This design comes from an exercise in tuning for small area and a short achievable clock period on the open sky130 flow, not from production work. In this exercise RTL edits were held to simulation tests only and were not proved equivalent to the original. Power and IR drop assume default switching activity.

## xfold_engine
module xfold_engine (
    input             clk,
    input             rst,
    input             cmd_valid,
    input      [31:0] cmd,
    input             sink_ready,
    output            resp_valid,
    output            resp_ill,
    output     [31:0] resp,
    output            txo_valid,
    output     [7:0]  txo_data,
    output            txo_final
);
    localparam [7:0] STX = 8'h02, ETX = 8'h03, ACK = 8'h06, NAK = 8'h15;
    localparam [2:0] RX_WAIT_STX = 3'd0, RX_WAIT_LEN = 3'd1, RX_READ_DATA = 3'd2,
                     RX_CHECK_CHK = 3'd3, RX_WAIT_ETX = 3'd4, RX_DONE = 3'd5,
                     RX_ERROR = 3'd6;
    localparam [2:0] TX_IDLE = 3'd0, TX_SEND_STX = 3'd1, TX_SEND_LEN = 3'd2,
                     TX_SEND_DATA = 3'd3, TX_SEND_CHK = 3'd4, TX_SEND_ETX = 3'd5,
                     TX_DONE = 3'd6, TX_ERROR = 3'd7;
    localparam [2:0] ARQ_IDLE = 3'd0, ARQ_SENDING = 3'd1, ARQ_WAIT_ACK = 3'd2,
                     ARQ_ACKED = 3'd3, ARQ_EXHAUSTED = 3'd4, ARQ_OVERFLOW = 3'd5;
    reg [7:0]   chk_acc;
    reg         ill;
    reg [2:0]   rx_state;
    reg [1:0]   rx_err;
    reg [7:0]   rx_len;
    reg [6:0]   rx_count;
    reg [7:0]   rx_chk;
    reg [511:0] rx_buf;
    reg [2:0]   tx_state;
    reg [6:0]   tx_len;
    reg [6:0]   tx_cursor;
    reg [7:0]   tx_chk;
    reg [511:0] tx_pf;
    reg [7:0]   tx_nbyte;
    reg [7:0]   tx_pcur;
    reg [2:0]   arq_state;
    reg [1:0]   arq_attempts;
    wire [3:0]  op  = cmd[31:28];
  ...
make LEC_CHECK=0 CAP_MARGIN=20 CORE_MARGIN=2 CORE_UTILIZATION=40 SETUP_SLACK_MARGIN=4 SLEW_MARGIN=20 SYNTH_HIERARCHICAL=1 TNS_END_PERCENT=0 finish   # period 10.0 ns
run.sh (not shown) runs the stock make flow with config.mk's settings and CLKGATE_MAP_FILE= SYNTH_SCRIPT=/design/flow/synth_recipe.tcl, a recipe that flattens the netlist after the stock synthesis.
Edit:
--- a/flow/design.v
+++ b/flow/design.v
@@ -259,34 +259,38 @@
         else if (d == NAK)   ack_st = (arq_attempts == 2'd2) ? ARQ_EXHAUSTED : ARQ_SENDING;
         else                 ack_st = ARQ_WAIT_ACK;
     end
     wire [1:0] ack_att  = (arq_wait_s && d == NAK) ? arq_attempts + 2'd1 : arq_attempts;
     wire [9:0] ack_word = {ack_att, 5'b0, ack_st};
     wire [7:0] chk_word = go_seed ? d : (chk_acc ^ d);
     wire [31:0] feed_word = rxstat(f_rx_state, f_rx_err, f_rx_len, f_rx_count, f_rx_chk);
     xf_out u_out (
         .g_chk(go_seed | go_fold), .w_chk(op[1] ? (chk_acc ^ d) : d),
         .g_feed(go_feed), .w_feed(feed_word),
-        .g_rx(g_rx), .w_rx(rx_rd),
         .g_txs(g_txs), .w_txs(txstat_cur),
-        .g_bg(g_bg), .w_bg({a[6:0], 8'h11}), .bg_pf(pfb_rd), .bg_top(top_pf),
+        .g_bg(g_bg), .w_bg({a[6:0], 8'h11}),
         .g_bgo(g_bgo),
         .g_next(go_next), .w_next(next_word),
         .g_sendok(g_sendok), .g_sendbig(g_sendbig),
         .g_ack(go_ack), .w_ack(ack_word),
         .g_r0(g_r0), .w_r0({arq_busy, ill}),
         .g_r1(g_r1), .w_r1(rxstat_cur),
         .g_r3(g_r3), .w_r3(arqstat_cur),
         .g_r4(g_r4), .w_r4(chk_acc),
         .g_r5(g_r5), .g_r6(g_r6),
-        .resp(resp)
+        .resp(resp_e)
     );
+    wire [31:0] resp_e;
+    xf_late u_late (.e_lo(resp_e[7:0]), .e_hi(resp_e[31:24]), .g_rx(g_rx), .g_bg(g_bg),
+                    .rx_rd(rx_rd), .bg_pf(pfb_rd), .bg_top(top_pf),
+                    .lo(resp[7:0]), .hi(resp[31:24]));
+    assign resp[23:8] = resp_e[23:8];
     always @(posedge clk) begin
         if (rst) begin
             chk_acc      <= 8'h00;
             ill          <= 1'b0;
             rx_state     <= RX_WAIT_STX;
             rx_err       <= 2'd0;
             rx_len       <= 8'h00;
             rx_count     <= 7'h00;
             rx_chk       <= 8'h00;
             tx_state     <= TX_IDLE;
@@ -418,50 +422,62 @@
     assign cont      = arq_send_s && !go_abort;
     assign step_cur  = tx_sending && (go_next || (cont && sink_ready));
     assign emit_cur  = !rst && step_cur;
     assign emit_stx  = restart && sink_ready;
     assign txo_valid = emit_cur || emit_stx;
     assign txo_final = emit_cur && tx_etx;
 endmodule
 module xf_out (
     input         g_chk,  input [7:0]  w_chk,
     input         g_feed, input [31:0] w_feed,
-    input         g_rx,   input [7:0]  w_rx,
     input         g_txs,  input [31:0] w_txs,
-    input         g_bg,   input [14:0] w_bg, input [7:0] bg_pf, input [7:0] bg_top,
+    input         g_bg,   input [14:0] w_bg,
     input         g_bgo,
     input         g_next, input [13:0] w_next,
     input         g_sendok, g_sendbig,
     input         g_ack,  input [9:0]  w_ack,
     input         g_r0,   input [1:0]  w_r0,
     input         g_r1,   input [31:0] w_r1,
     input         g_r3,   input [9:0]  w_r3,
     input         g_r4,   input [7:0]  w_r4,
     input         g_r5,   g_r6,
     output [31:0] resp
 );
     assign resp = ({24'h0, w_chk & {8{g_chk}}})
                 | (w_feed & {32{g_feed}})
-                | ({24'h0, w_rx & {8{g_rx}}})
                 | (w_txs & {32{g_txs}})
-                | ({(bg_pf | bg_top), 9'h0, w_bg} & {32{g_bg}})
+                | ({17'h0, w_bg} & {32{g_bg}})
                 | ({24'h0, 8'h77} & {32{g_bgo}})
                 | ({18'h0, w_next} & {32{g_next}})
                 | ({31'h0, g_sendok}) | ({29'h0, g_sendbig, 1'b0, g_sendbig})
                 | ({22'h0, w_ack} & {32{g_ack}})
                 | ({30'h0, w_r0} & {32{g_r0}})
                 | (w_r1 & {32{g_r1}})
                 | ({22'h0, w_r3} & {32{g_r3}})
                 | ({24'h0, w_r4} & {32{g_r4}})
                 | (32'h15060302 & {32{g_r5}})
                 | (32'h00000340 & {32{g_r6}});
 endmodule
+module xf_late (
+    input  [7:0] e_lo,
+    input  [7:0] e_hi,
+    input        g_rx,
+    input        g_bg,
+    input  [7:0] rx_rd,
+    input  [7:0] bg_pf,
+    input  [7:0] bg_top,
+    output [7:0] lo,
+    output [7:0] hi
+);
+    assign lo = e_lo | (rx_rd & {8{g_rx}});
+    assign hi = e_hi | ((bg_pf | bg_top) & {8{g_bg}});
+endmodule
 module xf_pre2 (
     input  [1:0] s,
     output [3:0] np
 );
     assign np[0] = ~(~s[1] & ~s[0]);
     assign np[1] = ~(~s[1] &  s[0]);
     assign np[2] = ~( s[1] & ~s[0]);
     assign np[3] = ~( s[1] &  s[0]);
 endmodule
 module xf_pre2e (
@@ -499,36 +515,34 @@
         end
     endgenerate
 endmodule
 module xf_ao8 (
     input  [7:0] d,
     input  [7:0] s,
     output       y
 );
     assign y = |(d & s);
 endmodule
-module xf_or8 (
-    input  [7:0] p,
-    output       y
-);
-    assign y = |p;
-endmodule
 module xf_aomux (
     input  [511:0] in,
     input  [63:0]  oh,
     output [7:0]   out
 );
     genvar b, i, j;
     generate
         for (b = 0; b < 8; b = b + 1) begin : g_b
             wire [7:0] p;
             for (i = 0; i < 8; i = i + 1) begin : g_1
                 wire [7:0] dv;
                 for (j = 0; j < 8; j = j + 1) begin : g_j
                     assign dv[j] = in[8*(8*i+j) + b];
                 end
                 xf_ao8 u (.d(dv), .s(oh[8*i +: 8]), .y(p[i]));
             end
-            xf_or8 u_o (.p(p), .y(out[b]));
+            wire [3:0] n;
+            for (i = 0; i < 4; i = i + 1) begin : g_2
+                xf_nor2 u (.a(p[2*i]), .b(p[2*i+1]), .y(n[i]));
+            end
+            xf_nand4 u_o (.a(n[0]), .b(n[1]), .c(n[2]), .d(n[3]), .y(out[b]));
         end
     endgenerate
 endmodule
Result: The new run completed without violations. Design area goes up by 0.83%. Flip-flop and latch count does not change. Total power grows by 4.1%. Wire length came out higher by 1.8%. Global-route usage climbs by 0.74 points. Worst setup slack improves by 370 ps. Cell count is higher by 0.82%. Count of clock-buffer cells in the layout goes up by 8. Via count is about the same. Area after synthesis hardly moves. Clock skew came out higher by 3.6 ps. Sequential power stays flat.

port drivers added, routing unchanged:
No port has a modelled driver above. Below, the same layouts with a new extraction and two added sets of constraints. Step 1 assumes that a clkbuf_16 drives the clock port and a buf_2 every other input. Step 2, shift: input delay + t, output delay - t, t = (earliest + latest rising clock arrival at the registers) / 2. This alone moves slack from input paths to output paths. a / b / c = ideal / step 1 / step 2; a / b = the first two.
| run | t, ns | slack for setup (ns) | worst setup path after step 2 | cell pins on the clock port's net |
|---|---|---|---|---|
| the first run | 0.830 | 3.064 / 3.064 / 2.240 | input to register | 1 |
| the second run | 0.825 | 3.437 / 3.353 / 2.639 | input to register | 1 |
After both steps every run listed still meets setup and hold. The setup slack of the first run, which loses most, moves by 0.000 ns with the drivers and by -0.824 ns with both steps.
